Source: an optimization exercise on an open RTL-to-GDS flow (aim: small area, a short achievable clock period and few clock cycles per item). Production flows keep margins and buffers that such runs may drop.
Function was checked by simulation only, so behaviour that the tests miss may differ from the original.
The flow treats the clock pin as an ideal source, which a real chip does not have.
Power is estimated from default activity; no workload was simulated.

**design/flow/constraint.sdc**
```tcl
create_clock -name core_clock -period 10.0 [get_ports {clk}]
set_input_delay 2.0000 -clock core_clock [delete_from_list [all_inputs] [get_ports {clk}]]
set_output_delay 2.0000 -clock core_clock [all_outputs]
set_load 0.01 [all_outputs]
```
**design/flow/design.v**
```verilog
module pms7003_parse (
    input  wire         clk,
    input  wire         rst,           
    input  wire         in_valid,
    output wire         in_ready,
    input  wire [7:0]   in_data,
    input  wire         in_last,
    input  wire [31:0]  now,
    output reg          out_valid,
    output wire [2:0]   out_err,       
    output wire [191:0] out_fields,    
    output wire [16:0]  out_count,     
    output wire [12:0]  out_est10,     
    output reg  [31:0]  out_ts
);
    assign in_ready = 1'b1;
    reg [5:0] idx;
    always @(posedge clk) begin
        if (rst)
            idx <= 6'd0;
        else if (in_valid) begin
            if (in_last)
                idx <= 6'd0;
            else if (idx != 6'd32)
                idx <= idx + 6'd1;
        end
    end
    reg [7:0] d_q;
    always @(posedge clk)
        if (in_valid)
            d_q <= in_data;
    reg [7:0] fb [4:27];
    integer k;
    always @(posedge clk) begin
        for (k = 4; k < 28; k = k + 1)
            if (k == 22 || k == 23) begin
                if (idx == k)
                    fb[k] <= in_data;
            end else if (idx == k + 1)
                fb[k] <= d_q;
    end
    genvar g;
    generate
        for (g = 0; g < 12; g = g + 1) begin : g_fields
            assign out_fields[16*g +: 16] = {fb[4 + 2*g], fb[5 + 2*g]};
        end
    endgenerate
    reg sync0, sync1;
    always @(posedge clk) begin
        if (idx == 6'd1) sync0 <= (d_q == 8'h42);
        if (idx == 6'd2) sync1 <= (d_q == 8'h4D);
    end
    reg       add_q;        
    reg       first_q;      
    reg [7:0] lo, hi;
    reg       c8;
    wire [8:0] lo_n = {1'b0, first_q ? 8'd0 : lo} + {1'b0, d_q};
    wire       c_n  = add_q & lo_n[8] & ~first_q;
    wire [7:0] hi_0 = hi + {7'd0, c8};
    wire [7:0] hi_1 = hi + {6'd0, c8, ~c8};
    reg        hi_ok0, hi_ok1, hi_c;
    always @(posedge clk) begin
        add_q   <= in_valid & (idx < 6'd30);
        first_q <= (idx == 6'd0);
        if (add_q)
            lo <= lo_n[7:0];
        c8 <= c_n;
        hi <= (add_q & first_q) ? 8'd0 : hi_0;
        if (idx == 6'd30) begin
            hi_ok0 <= (hi_0 == in_data);
            hi_ok1 <= (hi_1 == in_data);
            hi_c   <= c_n;
        end
    end
    wire hi_ok = hi_c ? hi_ok1 : hi_ok0;
    wire lo_ok = (lo == in_data);
    reg [1:0] err;
    always @(posedge clk) begin
        if (rst)
            out_valid <= 1'b0;
        else
            out_valid <= in_valid & in_last;
        if (idx != 6'd31)
            err <= 2'd1;
        else if (!(sync0 & sync1))
            err <= 2'd2;
        else if (!(hi_ok & lo_ok))
            err <= 2'd3;
        else
            err <= 2'd0;
        out_ts <= now;
    end
    assign out_err = {1'b0, err};
    wire [8:0] cnt_lo_n = {1'b0, fb[17]} - {1'b0, fb[23]};
    reg  [7:0] cnt_lo;
    reg        cnt_b;
    reg  [8:0] cnt_hi;
    wire [9:0] cnt_hi_n = {1'b0, fb[16], 1'b1} + {1'b1, ~fb[22], ~cnt_b};
    always @(posedge clk) begin
        cnt_lo <= cnt_lo_n[7:0];
        cnt_b  <= cnt_lo_n[8];
        cnt_hi <= cnt_hi_n[9:1];
    end
    assign out_count = {cnt_hi, cnt_lo};
    localparam [28:0] A = 29'd63216501;
    reg [7:0]  ph;
    reg [2:0]  dig;
    reg [25:0] acc;
    always @(posedge clk) begin
        ph <= {ph[6:0], in_valid & (idx == 6'd23)};
        dig <= ({3{ph[1]}} & out_count[2:0])
             | ({3{ph[2]}} & out_count[5:3])
             | ({3{ph[3]}} & out_count[8:6])
             | ({3{ph[4]}} & out_count[11:9])
             | ({3{ph[5]}} & out_count[14:12])
             | ({3{ph[6]}} & {out_count[16], out_count[16:15]});
    end
    wire       top = ph[7];
    reg [28:0] term;
    always @(*) begin
        case ({top, dig})
            4'b0_000: term = 29'd0;
            4'b0_001: term = A;
            4'b0_010: term = A * 2;
            4'b0_011: term = A * 3;
            4'b0_100: term = A * 4;
            4'b0_101: term = A * 5;
            4'b0_110: term = A * 6;
            4'b0_111: term = A * 7;
            4'b1_001: term = A + 29'd16384;
            4'b1_110: term = 29'd16384 - A * 2;
            4'b1_111: term = 29'd16384 - A;
            default:  term = 29'd16384;
        endcase
    end
    wire [28:0] acc_sum = {3'd0, acc} + term;
    wire        run     = |ph[7:2];
    always @(posedge clk) begin
        if (ph[0])
            acc <= 26'd0;
        else if (run)
            acc <= acc_sum[28:3];
    end
    assign out_est10 = acc[24:12];
endmodule
```
**design/flow/flow/run.sh**
```bash
#!/bin/bash
# Layout flow: the standard ORFS flow (standard.sh) with three changes.
#  1. The port buffers that global placement inserts are the smallest buffer
#     cell, sky130_fd_sc_hd__buf_1 (every input and output port still gets one).
#  2. After clock tree synthesis, flow/clktree.tcl flattens the clock tree: the
#     H-tree's intermediate buffers are taken out and the leaf buffers are split
#     into four groups by location, each driven by its own root buffer, which
#     the clock port drives (four cell pins on the port). Every register's clock
#     still passes through the same number of buffers.
#  3. The rest of the flow (global route with its repair, detailed route,
#     finish) runs with a setup slack margin of 7 ns, so that timing repair
#     aims for 3 ns paths; the design is still constrained at the design's
#     10 ns clock.
# Each step's full output goes to its own log file in this folder.
set -euo pipefail
export BUFFER_PORTS_ARGS="-buffer_cell sky130_fd_sc_hd__buf_1"
bash standard.sh cts > standard_cts.log 2>&1
openroad -no_init -exit flow/clktree.tcl > clktree.log 2>&1
bash standard.sh SETUP_SLACK_MARGIN=7.08 finish > standard.log 2>&1
```
**design/flow/flow/clktree.tcl**
```tcl
# Flatten the clock tree that clock tree synthesis built: the H-tree's
# intermediate buffers are taken out, and the leaf buffers are split into four
# groups by location, each driven by a root buffer of its own that the clock
# port drives (the port then drives four cell pins).
set odb orfs/results/sky130hd/pms7003_parse/base/4_cts.odb
read_db $odb
set block [ord::get_db_block]
set root [$block findInst clkbuf_0_clk]
set rootnet [[$root findITerm X] getNet]
set clknet [[$root findITerm A] getNet]

# 1. take out buffers that drive only clock buffers
foreach it [$rootnet getITerms] {
  set inst [$it getInst]
  if {$inst eq $root} { continue }
  if {![string match "sky130_fd_sc_hd__clkbuf_*" [[$inst getMaster] getName]]} { continue }
  set outnet [[$inst findITerm X] getNet]
  set loads {}
  set ok 1
  foreach lt [$outnet getITerms] {
    if {[$lt getInst] eq $inst} { continue }
    if {![string match "sky130_fd_sc_hd__clkbuf_*" [[[$lt getInst] getMaster] getName]]} { set ok 0 }
    lappend loads $lt
  }
  if {!$ok} { continue }
  foreach lt $loads { $lt disconnect; $lt connect $rootnet }
  [$inst findITerm A] disconnect
  [$inst findITerm X] disconnect
  puts "removed [$inst getName] ([llength $loads] loads)"
  odb::dbInst_destroy $inst
  odb::dbNet_destroy $outnet
}

# 2. the loads of the root: split into four groups by location
set loads {}
foreach it [$rootnet getITerms] {
  if {[$it getInst] eq $root} { continue }
  if {[$it isInputSignal] || [$it getIoType] eq "INPUT"} { lappend loads $it }
}
puts "root loads: [llength $loads]"
proc xy {it} { set b [[$it getInst] getBBox]; list [expr {([$b xMin]+[$b xMax])/2}] [expr {([$b yMin]+[$b yMax])/2}] }
set byx [lsort -command {apply {{a b} { expr {[lindex [xy $a] 0] - [lindex [xy $b] 0]} }}} $loads]
set n [llength $byx]
set half [expr {$n / 2}]
set groups {}
foreach part [list [lrange $byx 0 [expr {$half-1}]] [lrange $byx $half end]] {
  set byy [lsort -command {apply {{a b} { expr {[lindex [xy $a] 1] - [lindex [xy $b] 1]} }}} $part]
  set m [llength $byy]
  set h [expr {$m / 2}]
  lappend groups [lrange $byy 0 [expr {$h-1}]] [lrange $byy $h end]
}

# 3. one root buffer per group, at the group's centre
set master [[$root getMaster] getDb]
set master [$root getMaster]
set g 0
foreach grp $groups {
  if {[llength $grp] == 0} { continue }
  set sx 0; set sy 0
  foreach it $grp { lassign [xy $it] x y; set sx [expr {$sx+$x}]; set sy [expr {$sy+$y}] }
  set cx [expr {$sx / [llength $grp]}]
  set cy [expr {$sy / [llength $grp]}]
  if {$g == 0} {
    set inst $root
    set net $rootnet
  } else {
    set inst [odb::dbInst_create $block $master "clkbuf_root_${g}_clk"]
    set net [odb::dbNet_create $block "clknet_root_${g}_clk"]
    $net setSigType CLOCK
    [$inst findITerm A] connect $clknet
    [$inst findITerm X] connect $net
    foreach it $grp { $it disconnect; $it connect $net }
  }
  $inst setLocation [expr {$cx - [$master getWidth]/2}] [expr {$cy - [$master getHeight]/2}]
  $inst setPlacementStatus PLACED
  puts "group $g: [llength $grp] loads, root [$inst getName] at $cx $cy"
  incr g
}
# the root keeps only its own group
foreach it [$rootnet getITerms] {
  if {[$it getInst] eq $root} { continue }
  if {[lsearch -exact [lindex $groups 0] $it] < 0} { puts "stray load [[$it getInst] getName]" }
}
detailed_placement
check_placement -verbose
write_db $odb
```
**design/flow/standard.sh**
```bash
#!/bin/bash
# synth_recipe.tcl (not shown) runs the flow's synth.tcl, then flattens the netlist and writes it again
# the make line also repeats each setting of config.mk as NAME=value (left out here)
make -C /OpenROAD-flow-scripts/flow DESIGN_CONFIG=/design/flow/config.mk WORK_HOME=/design/flow/orfs CLKGATE_MAP_FILE= SYNTH_SCRIPT=/design/flow/synth_recipe.tcl "${@:-finish}"
```
**design/flow/config.mk**
```make
export PLATFORM = sky130hd
export DESIGN_NAME = pms7003_parse
export DESIGN_NICKNAME = pms7003_parse
export VERILOG_FILES = /design/flow/design.v
export SDC_FILE = /design/flow/constraint.sdc
export NUM_CORES = 4
export LEC_CHECK = 0
export CAP_MARGIN = 20
export CORE_MARGIN = 2
export CORE_UTILIZATION = 65
export CTS_BUF_LIST = sky130_fd_sc_hd__clkbuf_16
export CTS_CLUSTER_DIAMETER = 100
export CTS_CLUSTER_SIZE = 30
export SLEW_MARGIN = 20
```
==> flow_metrics.py, run 1 <==
metrics = {
    "worst_setup_path": {
        "crit_path_end_kind": "primary output",
        "crit_path_start_kind": "register",
        "crit_slowest_cell": "edfxtp_1",
        "path_max_fanout": 3,
        "cp_top_family": "flip-flops",
        "crit_buf_inv": 1,
        "cp_cell_sequence": "clkbuf_2",
        "cp_slowest_stage_delay_ns": 0.49,
        "worst_ep_arrival_time_ns": 0.97,
        "path_class": "reg -> out",
        "cp.required_ns": 8.00,
    },
    "clock_tree": {
        "clockRootBuffer": "clkbuf_16",
        "cts_buffer_depth": 3,
        "clock_sinks": 340,
        "ctsHtreeMaxLevel": 1,
        "cts_tree": "done",
        "ctsHoldBuffers": 0,
        "clkTransAtPathRegs_ns": 0.11,
        "cts_made_buffers": 15,
        "clock_latency_ns": 0.32,
    },
    "timing": {
        "whs_ns": 0.406,
        "report.final.slew_viol_count": 0,
        "tns_ns": 0,
        "skew_ns": 0.0291,
        "min_period_over_period": 0.297,
        "max_freq_mhz": 336,
        "maxSlewHeadroom": 0.260,
        "min_period_ns": 2.97,
        "setup_slack_ns": 7.03,
        "hold_viol": 0,
        "worstMarginPinSlew_ns": 1.11,
        "rsz0062_at_grt": "true",
        "setup_viol": 0,
    },
    "outcome": {
        "status": "complete, no violations",
    },
    "route": {
        "vias_per_cell": 5.66,
        "first_iter_violations": 651,
        "routed_wl_microns": 31700,
        "dr.pass1.iters": 7,
        "remaining_drc_errors": 0,
        "postRouteAntennaNets": 0,
        "wire_per_inst_microns": 19.7,
        "vias": 9119,
    },
    "die": {
        "die_area_sq_mm": 0.0217,
        "dieWidth_microns": 147,
        "rows": 52,
        "core_sq_mm": 0.0202,
        "start_util": 0.661,
        "dieHeight_microns": 147,
        "top_level_ports": 303,
    },
    "logic_synthesis": {
        "ys_seq_area_frac": 0.668,
        "yosysWarnings": 2,
        "synth_cell_types": 67,
        "postSynthCellCount": 1024,
        "yosysTopAreaCell": "edfxtp_1",
        "synth_top_cell_area_share": 0.478,
        "synth_area_leaders": "edfxtp_1, dfxtp_1, ha_1, xnor2_1, nor2_1",
        "synth_area_sq_mm": 0.0134,
        "async_reset_ff_frac": 0,
        "synth_ff_type": "edfxtp_1",
        "ys_seq_elements": 340,
        "avgSynthCellArea_sq_um": 13.1,
        "synth_nets": 1135,
        "synth-edff-count": 213,
    },
    "place": {
        "dp.cells": 1559,
        "gp_congestion": 0.931,
        "detailedPlacementHpwl_microns": 22000,
        "pre_cts_slack_ns": 6.64,
        "portBuffers": 300,
    },
    "power": {
        "power.density_mw_per_mm2": 150,
        "leakagePower_nw": 5.86,
        "pwr-share-seq": 0.661,
        "p_switching_mw": 0.471,
        "combinationalPowerShare": 0.038,
        "clock_power_share": 0.301,
        "ir_drop_uv": 150,
        "p_int_mw": 1.85,
        "p_sw_frac": 0.203,
    },
    "layout": {
        "ff_latch_area_sq_mm": 0.00894,
        "fillCellCount": 1322,
        "drive_above_1_share": 0.0813,
        "area_delta_synth_final_pct": 15.3,
        "antenna_cells": 0,
        "nets": 1444,
        "multi_input_area_sq_mm": 0.00404,
        "instances_no_fill": 1611,
    },
    "global_route": {
        "grt_max_degree": 32,
        "grt_first_pass_wirelength_microns": 47400,
        "grt_usage": 0.287,
        "grt_overflow": 0,
        "grt_pass1_vias": 8479,
        "antenna_found_initial": 0,
    },
    "hold_path": {
        "hp-class": "reg -> reg",
    },
    "flow_run": {
        "drv_cap": 0,
    },
}
cells by family (layout without fill, tap and decap cells):
logic type | count (synthesis) | in the layout | synth area share
other cells | 2 | 2 | 0.000562
xor+xnor | 65 | 65 | 0.0426
flops | 340 | 340 | 0.668
simple gates | 282 | 282 | 0.103
mux | 5 | 5 | 0.00477
fa+ha+maj | 67 | 67 | 0.0649
buf+inv | 91 | 408 | 0.0330
compound gates | 172 | 172 | 0.0831
power groups by stage:
stage / logic [mW] / clock network [mW] / registers, mW
2_1_floorplan: 0.0389 / 0 / 1.56
3_3_place_gp: 0.0787 / 0 / 1.57
3_5_place_dp: 0.0820 / 0 / 1.57
4_1_cts: 0.0817 / 0.705 / 1.53
5_1_grt: 0.0964 / 0.751 / 1.53
6_report: 0.0875 / 0.699 / 1.53
placed cells by master, fill, tap and decap left out, drive strengths merged, types with 5 or more instances in the layout:
cell type	count
nor2b	23
xnor2	36
dfxtp	127
o22ai	6
nand2	76
a22oi	10
nor2	81
or3	5
o21ai	35
a21boi	7
and3	12
a31oi	8
nand3	21
clkbuf	38
buf	312
inv	55
nand4	13
nand2b	13
a21o	24
xor2	29
ha	63
nor3	12
a21oi	51
and2	7
edfxtp	213
nor3b	5
path summary, 6_finish.rpt:
path / start / to / slack, ns / cells after the start
worst min register to register: ph[1] / ph[2] / 0.41 / 0
worst max-delay path: fb[23][1] / out_fields[145] / 7.03 / 1
worst max register to register: acc[3] / acc[19] / 7.26 / 9
worst min-delay path: ph[1] / ph[2] / 0.41 / 0
layout make-up:
class,count,area share
plain buffers,3,0.00487
inverters,48,0.0117
multi-input cells,593,0.262
well taps,270,0.0219
flip-flops and latches,340,0.580
clock buffers,13,0.0211
repair buffers,334,0.0946
clock inverters,10,0.00349
synth_stat cells (5+ instances only):
cell,number
nand3_1,20
a31oi_1,7
o21ai_0,32
a21o_1,24
nor3b_1,5
a22oi_1,10
and2_1,6
nor3_1,12
nor2_1,81
nand2b_1,13
edfxtp_1,213
xor2_1,29
a21boi_0,7
dfxtp_1,127
o22ai_1,6
and3_1,10
nand4_1,13
a21oi_1,51
ha_1,63
nand2_1,76
clkbuf_1,21
xnor2_1,36
inv_1,46
nor2b_1,23
buf_4,15
per-stage QoR:
stage	util	cell area, sq um	total power [mW]
after detailed placement	0.723	14600	1.65
after global routing	0.762	15400	2.38
after CTS	0.744	15100	2.32
final	0.762	15400	2.32
after floorplan	-	13400	1.60
after global placement	0.723	14600	1.64
sequential cells by signal, summed over array words and instances, names as in the netlist, 9 cells and up:
register  count
acc          26
term         23
out_ts       32
cnt_hi        9
fb          192
timing repair:
action | 4_1_cts | 5_1_grt
resized for setup | 0 | 55
buffers inserted | 0 | 25
setup endpoints to repair | 0 | 50
per-layer routing:
metal	GRT usage	vias up	part of all wire
met5	0	-	0
met4	0.0918	0	0.022
met3	0.0451	51	0.070
met2	0.489	400	0.51
met1	0.384	4410	0.40
li1	-	4258	-
Testbench counts, summed over its fixed seeds: cycles 64,008, frames 2,000.
==> inputs of run 2 (changes only) <==
--- a/design/flow/flow/run.sh
+++ b/design/flow/flow/run.sh
@@ -16,4 +16,4 @@
 export BUFFER_PORTS_ARGS="-buffer_cell sky130_fd_sc_hd__buf_1"
 bash standard.sh cts > standard_cts.log 2>&1
 openroad -no_init -exit flow/clktree.tcl > clktree.log 2>&1
-bash standard.sh SETUP_SLACK_MARGIN=7.08 finish > standard.log 2>&1
+bash standard.sh SETUP_SLACK_MARGIN=7.14 finish > standard.log 2>&1
==> run 2 against run 1 <==
  * Non-clock buffer count rose by 2
  * Critical endpoint unchanged
  * Clock power hardly changed
  * Largest cell class unchanged
  * Highest routed layer unchanged
  * Sequential power hardly changed
==> flow_metrics.py, run 2 <==
metrics = {
    "outcome": {
        "status": "complete, no violations",
    },
    "route": {
        "vias_per_cell": 5.68,
        "remaining_drc_errors": 0,
        "dr.pass1.iters": 5,
        "m1WireLength_microns": 12800,
        "postRouteAntennaNets": 0,
        "wire_per_inst_microns": 19.7,
        "vias": 9174,
        "first_iter_violations": 692,
        "wl_met3_microns": 2060,
        "route.met2.wl_microns": 16200,
        "routed_wl_microns": 31800,
        "dr.max_layer_used": "met4",
    },
    "worst_setup_path": {
        "crit_path_end_kind": "primary output",
        "crit_slowest_cell": "edfxtp_1",
        "cp_top_family": "flip-flops",
        "crit_path_start_kind": "register",
        "path_class": "reg -> out",
        "cp_cell_sequence": "clkbuf_2",
        "path_max_fanout": 3,
        "cp.required_ns": 8.00,
        "crit_buf_inv": 1,
        "worst_ep_arrival_time_ns": 0.96,
        "cp_slowest_stage_delay_ns": 0.48,
    },
    "logic_synthesis": {
        "synth_ff_type": "edfxtp_1",
        "yosysMostFrequentCell": "edfxtp_1",
        "avgSynthCellArea_sq_um": 13.1,
        "ys_seq_area_frac": 0.668,
        "ys_seq_elements": 340,
        "synth_top_cell_area_share": 0.478,
        "synth_nets": 1135,
        "async_reset_ff_frac": 0,
        "synth_area_leaders": "edfxtp_1, dfxtp_1, ha_1, xnor2_1, nor2_1",
        "synth-edff-count": 213,
        "synth_cell_types": 67,
        "yosysWarnings": 2,
        "synth_area_sq_mm": 0.0134,
        "yosysTopAreaCell": "edfxtp_1",
        "ys_top_cells_by_count": "edfxtp_1, dfxtp_1, nor2_1",
        "postSynthCellCount": 1024,
    },
    "layout": {
        "area_delta_synth_final_pct": 16.9,
        "top_regs": "fb x192, out_ts x32, acc x26",
        "top_register": "fb",
        "final_common_cell": "edfxtp_1",
        "largest_reg_flops": 192,
        "drive_above_1_share": 0.194,
        "final_cell_mix": "edfxtp_1, clkbuf_2, buf_1",
        "nets": 1446,
    },
    "die": {
        "top_level_ports": 303,
        "core_sq_mm": 0.0202,
        "start_util": 0.661,
        "rows": 52,
        "die_area_sq_mm": 0.0217,
        "dieHeight_microns": 147,
        "dieWidth_microns": 147,
    },
    "timing": {
        "report.final.slew_viol_count": 0,
        "maxSlewHeadroom": 0.246,
        "rsz0062_at_grt": "true",
        "min_period_over_period": 0.296,
        "setup_slack_ns": 7.04,
        "setup_viol": 0,
        "worstMarginPinSlew_ns": 1.13,
        "tns_ns": 0,
        "hold_viol": 0,
        "max_freq_mhz": 338,
        "min_period_ns": 2.96,
        "skew_ns": 0.0282,
    },
    "power": {
        "leakagePower_nw": 6.26,
        "ir_drop_uv": 151,
        "power.density_mw_per_mm2": 148,
    },
    "place": {
        "gp_congestion": 0.931,
        "pre_cts_slack_ns": 6.64,
        "detailedPlacementHpwl_microns": 22000,
        "portBuffers": 300,
    },
    "clock_tree": {
        "cts_made_buffers": 15,
        "ctsHoldBuffers": 0,
        "ctsHtreeMaxLevel": 1,
        "clock_latency_ns": 0.32,
        "clkTransAtPathRegs_ns": 0.11,
        "cts_tree": "done",
        "cts_buffer_depth": 3,
        "clock_sinks": 340,
        "clockRootBuffer": "clkbuf_16",
    },
    "global_route": {
        "antenna_found_initial": 0,
        "grt_usage": 0.287,
        "grt_pass1_vias": 8479,
        "grt_max_degree": 32,
        "grt_overflow": 0,
        "grt_first_pass_wirelength_microns": 47400,
    },
    "hold_path": {
        "hp-class": "reg -> reg",
    },
    "flow_run": {
        "drv_cap": 0,
    },
}
run 2: changes by cell type in the layout (fill, tap and decap cells not counted):
cell,previous run,this run
buf_6,6,7
clkbuf_4,0,1
dfxtp_2,4,25
buf_1,272,144
dfxtp_1,123,102
buf_4,32,35
clkbuf_2,22,145
buf_2,1,3
diode_2,0,1
run 2: final timing paths:
path | depth (start not counted) | startpoint | end | slack, ns
worst max-delay path | 1 | fb[23][1] | out_fields[145] | 7.04
worst min-delay path | 0 | ph[3] | ph[4] | 0.41
worst max register to register | 9 | acc[3] | acc[19] | 7.26
worst min register to register | 0 | ph[3] | ph[4] | 0.41
run 2: kinds of logic after synthesis:
| logic type | after synthesis | synth area share |
|---|---|---|
| fa+ha+maj | 67 | 0.0649 |
| buf+inv | 91 | 0.0330 |
| mux | 5 | 0.00477 |
| simple gates | 282 | 0.103 |
| flops | 340 | 0.668 |
| compound gates | 172 | 0.0831 |
| xor+xnor | 65 | 0.0426 |
| other cells | 2 | 0.000562 |
run 2: stage by stage:
stage | power, mW | cell area (sq um) | hold slack (ns) | std cells | util
floorplan | 1.60 | 13400 | 0.346 | 1024 | -
global placement | 1.64 | 14600 | 0.381 | 1559 | 0.723
detailed placement | 1.65 | 14600 | 0.377 | 1559 | 0.723
CTS | 2.32 | 15100 | 0.402 | 1584 | 0.744
global route | 2.38 | 15600 | 0.413 | 1613 | 0.773
finish | 2.32 | 15600 | 0.408 | 1614 | 0.773
run 2: repair_timing:
action | CTS | global route
endpoints found under the setup margin | 0 | 181
resized for setup | 0 | 214
buffers inserted | 0 | 27
run 2: power breakdown:
group	internal, mW	total (mW)	switching [mW]
logic	0.0337	0.0877	0.0540
registers	1.51	1.53	0.0195
clock network	0.301	0.700	0.399
total	1.85	2.32	0.473
run 2: area by class of cell:
cell class,instances,area [sq um]
Buffer,3,75.1
Inverter,48,180
Multi-Input combinational cell,593,4040
Sequential cell,340,8970
Fill cell,1291,4600
Tap cell,270,338
Clock inverter,10,53.8
Antenna cell,1,2.50
Clock buffer,13,325
Timing Repair Buffer,336,1650
run 2: metal layers:
metal,up-vias,global-route usage
met3,52,0.0451
li1,4270,-
met4,0,0.0918
met1,4492,0.384
met5,-,0
met2,360,0.489
==> inputs of run 3 (changes only) <==
--- a/design/flow/flow/run.sh
+++ b/design/flow/flow/run.sh
@@ -16,4 +16,4 @@
 export BUFFER_PORTS_ARGS="-buffer_cell sky130_fd_sc_hd__buf_1"
 bash standard.sh cts > standard_cts.log 2>&1
 openroad -no_init -exit flow/clktree.tcl > clktree.log 2>&1
-bash standard.sh SETUP_SLACK_MARGIN=7.14 finish > standard.log 2>&1
+bash standard.sh SETUP_SLACK_MARGIN=7.0 finish > standard.log 2>&1
==> run 3 against run 2 <==
  * Still clean
  * Clock skew about the same
  * Maximum frequency shrank 0.17%
  * Combinational power down 0.6%
  * Die area unchanged
  * Clock power down 0.6%
  * Cell count is 1.5% lower
  * Via count decreased by 1.5%
  * Routed wire length fell by 1.8%
  * Non-clock buffer count down 23
  * Register-to-register slack got worse by 0.07 ns
  * Sequential power about the same
  * Critical endpoint is now out_fields[105]
==> flow_metrics.py, run 3 <==
metrics = {
    "clock_tree": {
        "cts_tree": "done",
        "clkTransAtPathRegs_ns": 0.12,
        "clock_latency_ns": 0.32,
        "cts_made_buffers": 15,
        "ctsHtreeMaxLevel": 1,
        "clock_sinks": 340,
        "ctsHoldBuffers": 0,
        "cts_buffer_depth": 3,
        "clockRootBuffer": "clkbuf_16",
    },
    "layout": {
        "final_cell_mix": "buf_1, edfxtp_1, dfxtp_1",
        "nets": 1423,
        "final_common_cell": "buf_1",
        "top_register": "fb",
        "drive_above_1_share": 0.0447,
        "antenna_cells": 0,
        "fillCellCount": 1359,
        "top_regs": "fb x192, out_ts x32, acc x26",
        "area_delta_synth_final_pct": 13.5,
        "largest_reg_flops": 192,
    },
    "global_route": {
        "grt_overflow": 0,
        "grt_max_degree": 32,
        "grt_pass1_vias": 8479,
        "grt_usage": 0.287,
        "antenna_found_initial": 0,
        "grt_first_pass_wirelength_microns": 47400,
    },
    "worst_setup_path": {
        "crit_buf_inv": 1,
        "crit_path_start_kind": "register",
        "cp.required_ns": 8.00,
        "crit_slowest_cell": "edfxtp_1",
        "path_max_fanout": 2,
        "crit_path_end_kind": "primary output",
        "cp_slowest_stage_delay_ns": 0.48,
        "cp_top_family": "flip-flops",
        "cp_cell_sequence": "buf_1",
        "path_class": "reg -> out",
        "worst_ep_arrival_time_ns": 0.96,
    },
    "logic_synthesis": {
        "ys_seq_elements": 340,
        "postSynthCellCount": 1024,
        "avgSynthCellArea_sq_um": 13.1,
        "async_reset_ff_frac": 0,
        "synth_area_leaders": "edfxtp_1, dfxtp_1, ha_1, xnor2_1, nor2_1",
        "yosysTopAreaCell": "edfxtp_1",
        "synth_ff_type": "edfxtp_1",
        "ys_top_cells_by_count": "edfxtp_1, dfxtp_1, nor2_1",
        "synth-edff-count": 213,
        "synth_cell_types": 67,
        "yosysMostFrequentCell": "edfxtp_1",
        "synth_area_sq_mm": 0.0134,
        "synth_nets": 1135,
        "ys_seq_area_frac": 0.668,
        "yosysWarnings": 2,
        "synth_top_cell_area_share": 0.478,
    },
    "route": {
        "postRouteAntennaNets": 0,
        "vias": 9034,
        "first_iter_violations": 581,
        "dr.pass1.iters": 5,
        "remaining_drc_errors": 0,
        "routed_wl_microns": 31200,
        "vias_per_cell": 5.68,
        "wire_per_inst_microns": 19.6,
    },
    "power": {
        "power.density_mw_per_mm2": 153,
        "leakagePower_nw": 5.67,
        "ir_drop_uv": 139,
    },
    "timing": {
        "hold_viol": 0,
        "min_period_ns": 2.96,
        "maxSlewHeadroom": 0.246,
        "worstMarginPinSlew_ns": 1.13,
        "tns_ns": 0,
        "skew_ns": 0.0285,
        "rsz0062_at_grt": "true",
        "setup_slack_ns": 7.04,
        "max_freq_mhz": 338,
        "report.final.slew_viol_count": 0,
        "min_period_over_period": 0.296,
        "setup_viol": 0,
    },
    "die": {
        "die_area_sq_mm": 0.0217,
        "dieHeight_microns": 147,
        "rows": 52,
        "start_util": 0.661,
        "core_sq_mm": 0.0202,
        "top_level_ports": 303,
        "dieWidth_microns": 147,
    },
    "place": {
        "gp_congestion": 0.931,
        "pre_cts_slack_ns": 6.64,
        "portBuffers": 300,
        "detailedPlacementHpwl_microns": 22000,
    },
    "outcome": {
        "status": "complete, no violations",
    },
    "flow_run": {
        "drv_cap": 0,
    },
    "hold_path": {
        "hp-class": "reg -> reg",
    },
}
## run 3: cell counts after synthesis
No cell type changed its count.
## run 3: cells by family after synthesis
kind of cell	synth area share
muxes	0.00477
and+or+nand+nor	0.103
AOI/OAI and AO/OA	0.0831
other	0.000562
xor gates and xnor gates	0.0426
buffers and inverters	0.0330
DFF	0.668
adders and majority gates	0.0649
## run 3: per-stage QoR
step	cells	total power, mW	hold slack (ns)	instance area [sq um]	util
5_1_grt	1590	2.38	0.412	15200	0.750
6_report	1590	2.31	0.408	15200	0.750
3_3_place_gp	1559	1.64	0.381	14600	0.723
2_1_floorplan	1024	1.60	0.346	13400	-
4_1_cts	1584	2.32	0.402	15100	0.744
3_5_place_dp	1559	1.65	0.377	14600	0.723
## run 3: metal layers
layer	routed length, microns	global-route usage	vias up
li1	-	-	4214
met1	12700	0.384	4420
met2	15800	0.489	355
met3	2050	0.0451	45
met4	674	0.0918	0
met5	0	0	-
## run 3: repair_timing
action | 4_1_cts | 5_1_grt
resized for setup | 0 | 8
endpoints found under the setup margin | 0 | 11
buffers inserted | 0 | 4
## run 3: where the power goes
group          internal, mW  leakage [nW]  switching [mW]
registers              1.51          2.97          0.0194
clock network         0.301         0.247           0.395
logic                0.0334          2.46          0.0538
## run 3: worst paths after layout
| check | from | to | slack (ns) | depth (start not counted) |
|---|---|---|---|---|
| worst max register to register | acc[3] | acc[19] | 7.19 | 9 |
| worst min register to register | ph[1] | ph[2] | 0.41 | 0 |
| worst min-delay path | ph[1] | ph[2] | 0.41 | 0 |
| worst max-delay path | fb[16][1] | out_fields[105] | 7.04 | 1 |
## run 3: layout make-up
type                       instances  area, sq um  share of cell area
multi-input combinational        593         4030               0.265
sequential                       340         8940               0.589
timing repair buffer             313         1240              0.0816
clock buffer                      13          325              0.0214
inverter                          48          180              0.0119
buffer                             3         75.1             0.00495
tap                              270          338              0.0223
clock inverter                    10         53.8             0.00354

[static timing again, ports no longer ideal]
The results above use ideal ports. As a check the final layouts listed here were re-extracted and re-timed, cells and wires unchanged. Step 1 (the two cells are an assumption about what drives the block):
set clk [get_ports {clk}]
set_driving_cell -lib_cell sky130_fd_sc_hd__clkbuf_16 $clk
set_driving_cell -lib_cell sky130_fd_sc_hd__buf_2 [delete_from_list [all_inputs] $clk]
Step 2 times the ports against the registers' clock, not the clock port: input delays grow and output delays shrink by t, the midpoint of the rising clock arrivals with the driver on. a / b / c = no drivers / after step 1 / after step 2; a / b = the first two.
| run | t, ns | setup WS [ns] | slew at the worst register clock pin (ns) | cell pins on the clock port's net |
|---|---|---|---|---|
| run 1 | 0.405 | 7.026 / 6.929 / 6.782 | 0.12 / 0.12 | 4 |
| run 2 | 0.406 | 7.043 / 6.946 / 6.763 | 0.12 / 0.12 | 4 |
| run 3 | 0.405 | 7.038 / 6.941 / 6.721 | 0.12 / 0.12 | 4 |
After both steps setup and hold are still met in every run listed. For run 3, which loses most, drivers alone change the setup slack by -0.097 ns; drivers and shift together by -0.317 ns.
